Source: an optimization exercise on an open RTL-to-GDS flow (aim: small area, a short achievable clock period and few clock cycles per item). Production flows keep margins and buffers that such runs may drop.
The RTL was checked by simulation tests, not by an equivalence proof against the original design.
No driver is modelled on the clock port, so clock power and skew are understated where the tree is cut down; a real chip needs a root buffer or a tree.

lagoon:
==> flow/design.v (excerpt) <==
module uac_rx (
    input  wire        clk,
    input  wire        rst,           
    input  wire        in_valid,
    output wire        in_ready,
    input  wire [15:0] in_sample,     
    output reg         frame_done,
    output wire        det,
    output reg         ev_valid,
    output wire [11:0] ev_word
);
Size: about 120 flip-flops, about 11000 um^2 of cells after synthesis.
Settings: LEC_CHECK=0, CAP_MARGIN=20, CORE_MARGIN=2, CORE_UTILIZATION=55, GPL_TIMING_DRIVEN=1, SLEW_MARGIN=20; clock period 24.0 ns.
standard.sh (not shown) runs the stock make flow with config.mk's settings and CLKGATE_MAP_FILE= SYNTH_SCRIPT=/design/flow/synth_recipe.tcl, a recipe that flattens the netlist after the stock synthesis.
==> flow/flow/run.sh <==
#!/bin/bash
# The standard layout (standard.sh) with four changes to how it is made;
# the design, constraints and clock period are unchanged:
#  - synthesis skips Yosys's early generic ABC pass (SYNTH_ARGS=-noabc), so the
#    generated full-adder tree keeps its structure; registers are unchanged;
#  - port buffers are buf_2 cells instead of the default (a slow delay buffer);
#  - the clock tree is built by flow/man_cts.tcl (run as the CTS step's PRE
#    hook): the clock port drives four clkbuf_8, one per compact quarter of
#    the flip-flops, each driving two clkbuf_16 leaves, instead of TritonCTS's
#    tree;
#  - timing repair aims for 18.4 ns of setup slack instead of 0.
# Every tool's output is in standard.log and in orfs/logs.
set -euo pipefail
export SYNTH_ARGS="-noabc"
export BUFFER_PORTS_ARGS="-buffer_cell sky130_fd_sc_hd__buf_2"
export PRE_CTS_TCL="$PWD/flow/man_cts.tcl"
export SETUP_SLACK_MARGIN=18.4
bash standard.sh > standard.log 2>&1
Other scripts of this flow, unchanged in this note and not shown: flow/flow/man_cts.tcl
Testbench counts of lagoon, summed over its fixed seeds: cycles 2,465,950, frames 2,400.
Modified inputs, quartz compared to lagoon
# lagoon
export LEC_CHECK = 0
export CAP_MARGIN = 20
export CORE_MARGIN = 2
export CORE_UTILIZATION = 55
export GPL_TIMING_DRIVEN = 1
export SLEW_MARGIN = 20
create_clock -name core_clock -period 24.0 [get_ports {clk}]
# quartz
export LEC_CHECK = 0
export CAP_MARGIN = 20
export CORE_MARGIN = 2
export CORE_UTILIZATION = 55
export SLEW_MARGIN = 20
create_clock -name core_clock -period 24.0 [get_ports {clk}]
diff --git a/flow/flow/run.sh b/flow/flow/run.sh
--- a/flow/flow/run.sh
+++ b/flow/flow/run.sh
@@ -9,5 +9,5 @@
 #    the flip-flops, each driving two clkbuf_16 leaves, instead of TritonCTS's
 #    tree;
-#  - timing repair aims for 18.4 ns of setup slack instead of 0.
+#  - timing repair aims for 18.3 ns of setup slack instead of 0.
 # Every tool's output is in standard.log and in orfs/logs.
 set -euo pipefail
@@ -15,4 +15,4 @@
 export BUFFER_PORTS_ARGS="-buffer_cell sky130_fd_sc_hd__buf_2"
 export PRE_CTS_TCL="$PWD/flow/man_cts.tcl"
-export SETUP_SLACK_MARGIN=18.4
+export SETUP_SLACK_MARGIN=18.3
 bash standard.sh > standard.log 2>&1
## What came out
NOTE: largest fanout on the critical path in quartz exceeds that of lagoon. On proportion of cell area occupied by registers, lagoon and quartz are basically level. Termination of the worst setup path = ev_word[0]: lagoon; termination of the worst setup path = det: quartz. [compare] base=lagoon new=quartz: last weighted congestion value of the routability-driven placer about even, final-layout worst hold slack up 5.3 ps, area of combinational cells with multiple inputs saw little to no change, combined flip-flop and latch cell area saw little to no change. Going from lagoon to quartz, clock skew shrinks by 14 ps.
Changes in cedar relative to quartz:
==> flow/flow/run.sh <==
#!/bin/bash
set -euo pipefail
export SYNTH_ARGS="-noabc"
export BUFFER_PORTS_ARGS="-buffer_cell sky130_fd_sc_hd__buf_2"
export PRE_CTS_TCL="$PWD/flow/man_cts.tcl"
export SETUP_SLACK_MARGIN=18.4
bash standard.sh > standard.log 2>&1
- Looking at cedar and quartz, the sequential cell area share is a wash.
- Compared with quartz, in cedar global-route track usage on met3 dropped 0.16 points; worst-case hold slack went down by 5.3 ps.
- The placed standard-cell area on cedar is in line with that on quartz.
- cedar vs quartz, final critical-path required period went down by 61 ps.
- Against quartz, first-iteration DRC count in cedar came out better.
- quartz reports its origin of the worst setup path as win[0] while cedar reports pending[0].
- Routed wire length on cedar is behind quartz.
- Routing usage on met1 ended up 0.78 points higher on cedar than on quartz.
- Re final HPWL from detailed placement: cedar and quartz aren't equal, and the lower value belongs to quartz.
For indigo, these inputs were changed with respect to cedar:
# cedar
export LEC_CHECK = 0
export CAP_MARGIN = 20
export CORE_MARGIN = 2
export CORE_UTILIZATION = 55
export SLEW_MARGIN = 20
create_clock -name core_clock -period 24.0 [get_ports {clk}]
# indigo
export LEC_CHECK = 0
export ABC_AREA = 1
export CAP_MARGIN = 20
export CORE_MARGIN = 2
export CORE_UTILIZATION = 55
export PLACE_DENSITY = 0.8
export SLEW_MARGIN = 20
create_clock -name core_clock -period 24.0 [get_ports {clk}]
## What came out
cedar finished every step from synthesis to the final layout, and the layout passed the timing, DRC and antenna checks. Per the final summary, indigo finished and its layout is clean on timing, DRC and antenna. Going from cedar to indigo, the number of setup buffers added after CTS was found to have gone up by 1. cedar reports its most common library cell in the layout ignoring fill and taps as sky130_fd_sc_hd__nor2_1 while indigo reports sky130_fd_sc_hd__nand2_1. indigo vs. cedar: post-placement cell count went up by 234. indigo vs cedar, design area went down by 110 um^2. | pin count of the biggest net entering global routing | indigo vs cedar | about 7.5% higher |. Looking at worst hold-check slack, indigo sits 10 ps higher than cedar does. Headroom to the max-slew limit, indigo and cedar: smaller value in indigo.
In every run of this note, the design's own scripts or RTL, not TritonCTS, make the clock network.

separate check: timing with driven ports:
How much do the figures lean on ideal ports? The routed layouts below were timed once more, with nothing changed but the port constraints. Step 1: set_driving_cell puts a clkbuf_16 on clk and a buf_2 on each other input, an assumption about the parent block. Step 2 moves the port delays by t, midway between the first and last clock arrival at a register: inputs arrive t later, outputs are due t later. That takes back most of the time a late clock gives input paths. Three values: no drivers, after step 1, after step 2; two values: the first two.
| run | t, ns | slack for setup (ns) | hold WS [ns] | worst data-port slew with drivers (ns) | pins driven straight from the clock port |
|---|---|---|---|---|---|
| lagoon | 0.368 | 18.427 / 18.349 / 18.251 | 0.453 / 0.453 / 0.453 | 0.03 | 4 |
| quartz | 0.365 | 18.366 / 18.287 / 18.299 | 0.459 / 0.459 / 0.459 | 0.03 | 4 |
| cedar | 0.368 | 18.427 / 18.349 / 18.251 | 0.453 / 0.453 / 0.453 | 0.03 | 4 |
| indigo | 0.355 | 18.421 / 18.352 / 18.415 | 0.464 / 0.464 / 0.464 | 0.03 | 4 |
After both steps every run listed still meets setup and hold.
